What follows belongs to an exercise in optimizing a design on an open flow for small area, a short achievable clock period and few clock cycles; a production flow would make more cautious choices.
Only simulation tests tie the RTL to the original design; equivalence was not proved.
No activity file was given, so power comes from the tool's default toggle rates.

old:
// nbc_stream_enc
module nbc_stream_enc (
    input  wire        clk,
    input  wire        rst,
    input  wire        cmd_valid,
    output wire        cmd_ready,
    input  wire [31:0] cmd_count,
    input  wire [1:0]  cmd_mode,
    input  wire [63:0] cmd_acc,
    input  wire        in_valid,
    output wire        in_ready,
    input  wire [63:0] in_data,
    output wire        out_valid,
    input  wire        out_ready,
    output wire [63:0] out_data,
    output wire [3:0]  out_nbytes,
    output wire        out_last
);
Size: about 1000 flip-flops, ~48000 um^2 of cells after synthesis.
clock: 8.0 ns
lec_check: 0
abc_area: 1
cap_margin: 20
core_margin: 2
core_utilization: 40
setup_slack_margin: 4.4
slew_margin: 20
standard.sh (not shown) runs the stock make flow with config.mk's settings and CLKGATE_MAP_FILE= SYNTH_SCRIPT=/design/flow/synth_recipe.tcl, a recipe that flattens the netlist after the stock synthesis.
==> flow/flow/run.sh <==
#!/bin/bash
# The standard layout, except that the I/O ports are buffered with
# sky130_fd_sc_hd__buf_2 cells instead of the delay buffers that buffer_ports
# picks by default. Every port still gets its own buffer.
set -euo pipefail
export BUFFER_PORTS_ARGS="-buffer_cell sky130_fd_sc_hd__buf_2"
bash standard.sh > standard_flow.log 2>&1
old completed end to end with timing, DRC and antenna clean.
Testbench counts of old, summed over its fixed seeds: cycles 15,253.
Relative to old, the following input files were edited for new:
- putting ABC_CLOCK_PERIOD_IN_PS at 3600 where nothing was set
- clearing ABC_AREA, which used to be 1
[summary]
Routed wire in new totals less than in old. Total die area essentially unchanged between old and new. Detailed-route vias per instance for new: about 3.3% up relative to old. Going from old to new, the fraction of power consumed by the clock network was found to have gone up by 2.3 points. Compared with old, new shows synthesized cell count that has gone down by more than 10%.

nbc_stream_enc, a different RTL version from the one above (not shown whole).
Size in the first run: roughly 1000 flip-flops, about 240 I/O pins.
## nbc_stream_enc
module nbc_stream_enc (
    input  wire        clk,
    input  wire        rst,
    input  wire        cmd_valid,
    output wire        cmd_ready,
    input  wire [31:0] cmd_count,
    input  wire [1:0]  cmd_mode,
    input  wire [63:0] cmd_acc,
    input  wire        in_valid,
    output wire        in_ready,
    input  wire [63:0] in_data,
    output wire        out_valid,
    input  wire        out_ready,
    output wire [63:0] out_data,
    output wire [3:0]  out_nbytes,
    output wire        out_last
);
clock: 8.0 ns
lec_check: 0
abc_clock_period_in_ps: 3600
cap_margin: 5
core_margin: 2
core_utilization: 40
cts_cluster_diameter: 110
cts_cluster_size: 25
setup_slack_margin: 4.6
slew_margin: 5
tns_end_percent: 10
Scripts as last shown in full above: flow/flow/run.sh
Testbench counts at the start, summed over its fixed seeds: cycles 15,253.
Change:
- SETUP_SLACK_MARGIN: 4.6 -> 4.4
What happened: Via count goes down by 0.95%; total power falls by 1.1%; combinational power shrinks by about 5%; critical path depth climbs by 2.

v9:
nbc_stream_enc, a different RTL version from the one above (not shown whole).
For scale: ~4,100 cells after synthesis, ~240 I/O pins.
Settings: LEC_CHECK=0, ABC_CLOCK_PERIOD_IN_PS=3600, CAP_MARGIN=5, CORE_MARGIN=2, CORE_UTILIZATION=40, CTS_CLUSTER_DIAMETER=110, CTS_CLUSTER_SIZE=25, SETUP_SLACK_MARGIN=4.6, SLEW_MARGIN=5, TNS_END_PERCENT=10; clock period 8.0 ns.
run.sh (not shown) runs the stock make flow with config.mk's settings and CLKGATE_MAP_FILE= SYNTH_SCRIPT=/design/flow/synth_recipe.tcl, a recipe that flattens the netlist after the stock synthesis.
Stock flow here: none of the scripts above is used.
Testbench counts of v9, summed over its fixed seeds: cycles 15,253.
The following lists how v59 was set up differently from v9:
Settings: a change of SETUP_SLACK_MARGIN from 4.6 to 4.8.
==> flow/flow/run.sh (new file) <==
#!/bin/bash
# The standard layout, except that the I/O ports are buffered with
# sky130_fd_sc_hd__buf_2 cells instead of the delay buffers that buffer_ports
# picks by default. Every port still gets its own buffer.
set -euo pipefail
export BUFFER_PORTS_ARGS="-buffer_cell sky130_fd_sc_hd__buf_2"
bash standard.sh > standard_flow.log 2>&1
==> flow/standard.sh (new file) <==
#!/bin/bash
# synth_recipe.tcl (not shown) runs the flow's synth.tcl, then flattens the netlist and writes it again
# the make line also repeats each setting of config.mk as NAME=value (left out here)
make -C /OpenROAD-flow-scripts/flow DESIGN_CONFIG=/design/flow/config.mk WORK_HOME=/design/flow/orfs CLKGATE_MAP_FILE= SYNTH_SCRIPT=/design/flow/synth_recipe.tcl "${@:-finish}"
removed: flow/run.sh
## What came out
Smallest setup slack after layout ended up 15 ps higher on v59 than on v9.
Area: v59 vs v9 -> v59 smaller
Number of multi-input combinational cells delta (v9 -> v59): insignificant
Looking at highest metal layer with signal wires, the met5 result is from v59; the met4 one comes from v9.
Relative to v9, clock latency reported for the late side of the worst-skew pair has increased by 20 ps in v59.
Post-route total power: v59 vs v9, no meaningful difference
In the metrics for v59 and v9, the one carrying the higher area overhead of the layout relative to synthesis is v9.
v59 ended with more number of cells upsized or downsized after cts than v9.
met3 layer wire length in the routed design down about 3.2% in v59 wrt v9
Relative to v59, the following input files were edited for v20:
Settings: a change of SETUP_SLACK_MARGIN from 4.8 to 4.6; a change of TNS_END_PERCENT from 10 to 20.
## What came out
Looking at cell area after layout across v59 and v20, the one that comes out lower is v20.
Maximum clock frequency: v59 vs v20 — no meaningful difference
v20 vs. v59: share of total power in combinational logic decreased by 0.5 points relative to the old numbers, worst setup slack after layout increased by 5.7 ps relative to the old numbers.
v20 vs. v59: global-route met3 utilization has remained practically unchanged, power decreased by 0.68% relative to the old numbers, power per unit of standard cell area stayed essentially flat, internal power summed over all cells went down by 0.66%.
Xor/xnor cell area share of the yosys netlist: v20 vs v59, no meaningful difference
v59 has higher growth of design area from synthesis to finish than v20.

nbc_stream_enc, a different RTL version from the one above (not shown whole).
For scale: about 4100 cells after synthesis, about 1000 flip-flops, about 48000 um^2 of cells after synthesis.
Settings: LEC_CHECK=0, ABC_CLOCK_PERIOD_IN_PS=3600, CAP_MARGIN=20, CORE_MARGIN=2, CORE_UTILIZATION=40, CTS_CLUSTER_DIAMETER=110, CTS_CLUSTER_SIZE=25, SETUP_SLACK_MARGIN=4.4, SLEW_MARGIN=20, TNS_END_PERCENT=10; clock period 8.0 ns.
standard.sh (not shown) runs the stock make flow with config.mk's settings and CLKGATE_MAP_FILE= SYNTH_SCRIPT=/design/flow/synth_recipe.tcl, a recipe that flattens the netlist after the stock synthesis.
==> flow/flow/run.sh <==
#!/bin/bash
# The standard layout, except that the I/O ports are buffered with
# sky130_fd_sc_hd__buf_2 cells instead of the delay buffers that buffer_ports
# picks by default. Every port still gets its own buffer.
set -euo pipefail
export BUFFER_PORTS_ARGS="-buffer_cell sky130_fd_sc_hd__buf_2"
bash standard.sh > standard_flow.log 2>&1
Testbench counts at the start, summed over its fixed seeds: cycles 15,253.
Rerun with:
==> flow/flow/run.sh (replaced) <==
#!/bin/bash
# The standard layout with two changes:
#  - synthesis runs the standard synthesis script (synth_recipe.tcl), except
#    that ABC maps the logic with its default script instead of ORFS's speed
#    script (no gate up-sizing or buffering during synthesis; the layout's
#    timing repair sizes what the timing needs). Registers are not touched by
#    ABC, so they are the standard synthesis's, with the same names and cells.
#  - the I/O ports are buffered with sky130_fd_sc_hd__buf_2 cells instead of
#    the delay buffers buffer_ports picks by default. Every port still gets
#    its own buffer.
# All tool output goes to standard_flow.log here and to ORFS's per-step logs
# under orfs/logs.
set -euo pipefail
W=$(pwd)
export BUFFER_PORTS_ARGS="-buffer_cell sky130_fd_sc_hd__buf_2"
{
  echo 'proc abc {args} { set i [lsearch -exact $args -script]; if {$i >= 0} { set args [lreplace $args $i [expr {$i + 1}]] }; yosys abc {*}$args }'
  cat synth_recipe.tcl
} > my_synth.tcl
sed "s#SYNTH_SCRIPT=[^ ]*#SYNTH_SCRIPT=$W/my_synth.tcl#" standard.sh > my_standard.sh
grep -q "SYNTH_SCRIPT=$W/my_synth.tcl" my_standard.sh
bash my_standard.sh > standard_flow.log 2>&1
CAP_MARGIN = 5   (was 20)
SLEW_MARGIN = 5   (was 20)
The new run completed with no timing, DRC or antenna violations.
First-iteration DRC count falls by 15%.
Critical path depth rises by 12.
Area after synthesis decreases by about 5%.
Via count shrinks by about 7%.
Global-route usage shrinks by 0.51 points.
Core utilization climbs by 0.33 points.
Combinational power is higher by 9.4%.
Final area went down by about 4%.
Power grows by about 5%.
Clock-buffer cell count grows by 6.
Register-to-register slack got worse by 2.1 ns.

Another version of the RTL of nbc_stream_enc (not shown whole).
For scale: about 980 flip-flops.
clock: 8.0 ns
lec_check: 0
abc_clock_period_in_ps: 3300
cap_margin: 20
core_margin: 2
core_utilization: 40
setup_slack_margin: 4.7
slew_margin: 20
run.sh (not shown) runs the stock make flow with config.mk's settings and CLKGATE_MAP_FILE= SYNTH_SCRIPT=/design/flow/synth_recipe.tcl, a recipe that flattens the netlist after the stock synthesis.
Stock flow here: none of the scripts above is used.
Testbench counts at the start, summed over its fixed seeds: cycles 15,210.
Edit:
Settings changed: ABC_CLOCK_PERIOD_IN_PS 3300 to 4000, SETUP_SLACK_MARGIN 4.7 to 4.0.
=>
- The new run went through all stages and came out clean
- area after synthesis does not change
- total power is lower slightly
- final cell count is lower slightly
- routed wire length barely changes
- first-iteration DRC count is lower by a few percent
- clock skew is higher by 0.016 ns
- utilization is lower by 0.72 points
- sequential cell count is unchanged
- non-clock buffer count is lower by 52
- clock-buffer cell count is higher by 3

nbc_stream_enc, a different RTL version from the one above (not shown whole).
Size: roughly 3800 cells after synthesis, about 930 flip-flops, roughly 240 I/O pins, about 0.044 mm2 of cells after synthesis.
export LEC_CHECK = 0
export ABC_CLOCK_PERIOD_IN_PS = 4500
export CAP_MARGIN = 20
export CORE_MARGIN = 2
export CORE_UTILIZATION = 40
export SETUP_SLACK_MARGIN = 3.8
export SLEW_MARGIN = 20
create_clock -name core_clock -period 8.0 [get_ports {clk}]
Testbench counts at the start, summed over its fixed seeds: cycles 15,210.
Edit:
- CTS_BUF_LIST: unset -> sky130_fd_sc_hd__clkbuf_4 sky130_fd_sc_hd__clkbuf_8
After rerunning: Clock-buffer cell count went up by 94. Hold slack gains 0.0050 ns. Setup slack improves by 0.028 ns.
Edit:
- ABC_AREA: unset -> 1
- ABC_CLOCK_PERIOD_IN_PS: 4500 -> unset
- CTS_BUF_LIST: sky130_fd_sc_hd__clkbuf_4 sky130_fd_sc_hd__clkbuf_8 -> unset
Synthesized cell count is higher by about 26%.
First-iteration DRC count falls by about 16%.
Setup slack gains 0.023 ns.
Cell count grows by about 16%.
Utilization falls by 0.98 points.
Total power goes up by about 12%.
Design area stays flat.
Non-clock buffer count came out lower by 79.
Edit:
- ABC_AREA: 1 -> unset
- ABC_CLOCK_PERIOD_IN_PS: unset -> 3700
- SETUP_SLACK_MARGIN: 3.8 -> 4.3
After rerunning: Routed wire length climbs by roughly a tenth; flip-flop and latch count does not change; total power came out lower by a little under a tenth; worst setup slack got worse by 0.028 ns; clock skew goes down by 0.011 ns; clock power went up by a few percent; hold slack improves by 0.010 ns; synthesized area decreases by a few percent; cell count is lower by about a fifth.

==> static timing again, ports no longer ideal <==
The flow's constraints put no driver on any port. The routed layouts listed below were extracted and timed again, unchanged, in two steps.
Step 1 sets driving cells, clkbuf_16 on the clock port and buf_2 on the other inputs (assumed; they add their load-dependent delay and slew).
Step 2, shift: input delay + t, output delay - t, t = (earliest + latest rising clock arrival at the registers) / 2. This alone moves slack from input paths to output paths.
Three values: no drivers, after step 1, after step 2; two values: the first two.
| run | t, ns | setup WS [ns] | hold WS [ns] | worst setup path after step 2 | slew at the worst register clock pin (ns) |
|---|---|---|---|---|---|
| old | 0.761 | 4.326 / 4.283 / 3.838 | 0.403 / 0.403 / 0.403 | input to register | 0.07 / 0.07 |
| new | 0.758 | 2.991 / 2.991 / 2.991 | 0.413 / 0.413 / 0.413 | register to register | 0.07 / 0.07 |
| the first run of note 2 | 0.722 | 4.345 / 4.334 / 3.845 | 0.415 / 0.415 / 0.415 | input to register | 0.11 / 0.11 |
| the second run of note 2 | 0.719 | 4.245 / 4.245 / 3.829 | 0.415 / 0.415 / 0.415 | input to register | 0.11 / 0.11 |
| v9 | 0.711 | 4.316 / 4.251 / 3.741 | 0.412 / 0.412 / 0.412 | input to register | 0.11 / 0.11 |
| v59 | 0.726 | 4.331 / 4.239 / 3.920 | 0.412 / 0.412 / 0.412 | input to register | 0.11 / 0.11 |
| v20 | 0.725 | 4.337 / 4.242 / 3.808 | 0.416 / 0.416 / 0.416 | input to register | 0.11 / 0.11 |
| the first run of note 4 | 0.711 | 4.273 / 4.189 / 3.606 | 0.418 / 0.418 / 0.418 | input to register | 0.11 / 0.11 |
| the second run of note 4 | 0.718 | 2.141 / 2.141 / 2.141 | 0.380 / 0.380 / 0.380 | register to register | 0.11 / 0.11 |
| the first run of note 5 | 0.746 | 3.680 / 3.680 / 3.680 | 0.392 / 0.392 / 0.392 | register to register | 0.07 / 0.07 |
| the second run of note 5 | 0.758 | 3.713 / 3.713 / 3.602 | 0.403 / 0.403 / 0.403 | input to register | 0.07 / 0.07 |
| the first run of note 6 | 0.742 | 3.767 / 3.711 / 3.375 | 0.397 / 0.397 / 0.397 | input to register | 0.07 / 0.07 |
| the second run of note 6 | 0.901 | 3.795 / 3.739 / 3.131 | 0.402 / 0.402 / 0.402 | input to register | 0.07 / 0.07 |
| the third run of note 6 | 0.742 | 3.818 / 3.769 / 3.330 | 0.395 / 0.395 / 0.395 | input to register | 0.06 / 0.06 |
| the fourth run of note 6 | 0.728 | 3.791 / 3.733 / 3.728 | 0.405 / 0.405 / 0.405 | input to register | 0.07 / 0.07 |
After both steps setup and hold are still met in every run listed. For the first run of note 4, which loses most, drivers alone change the setup slack by -0.084 ns; drivers and shift together by -0.667 ns.
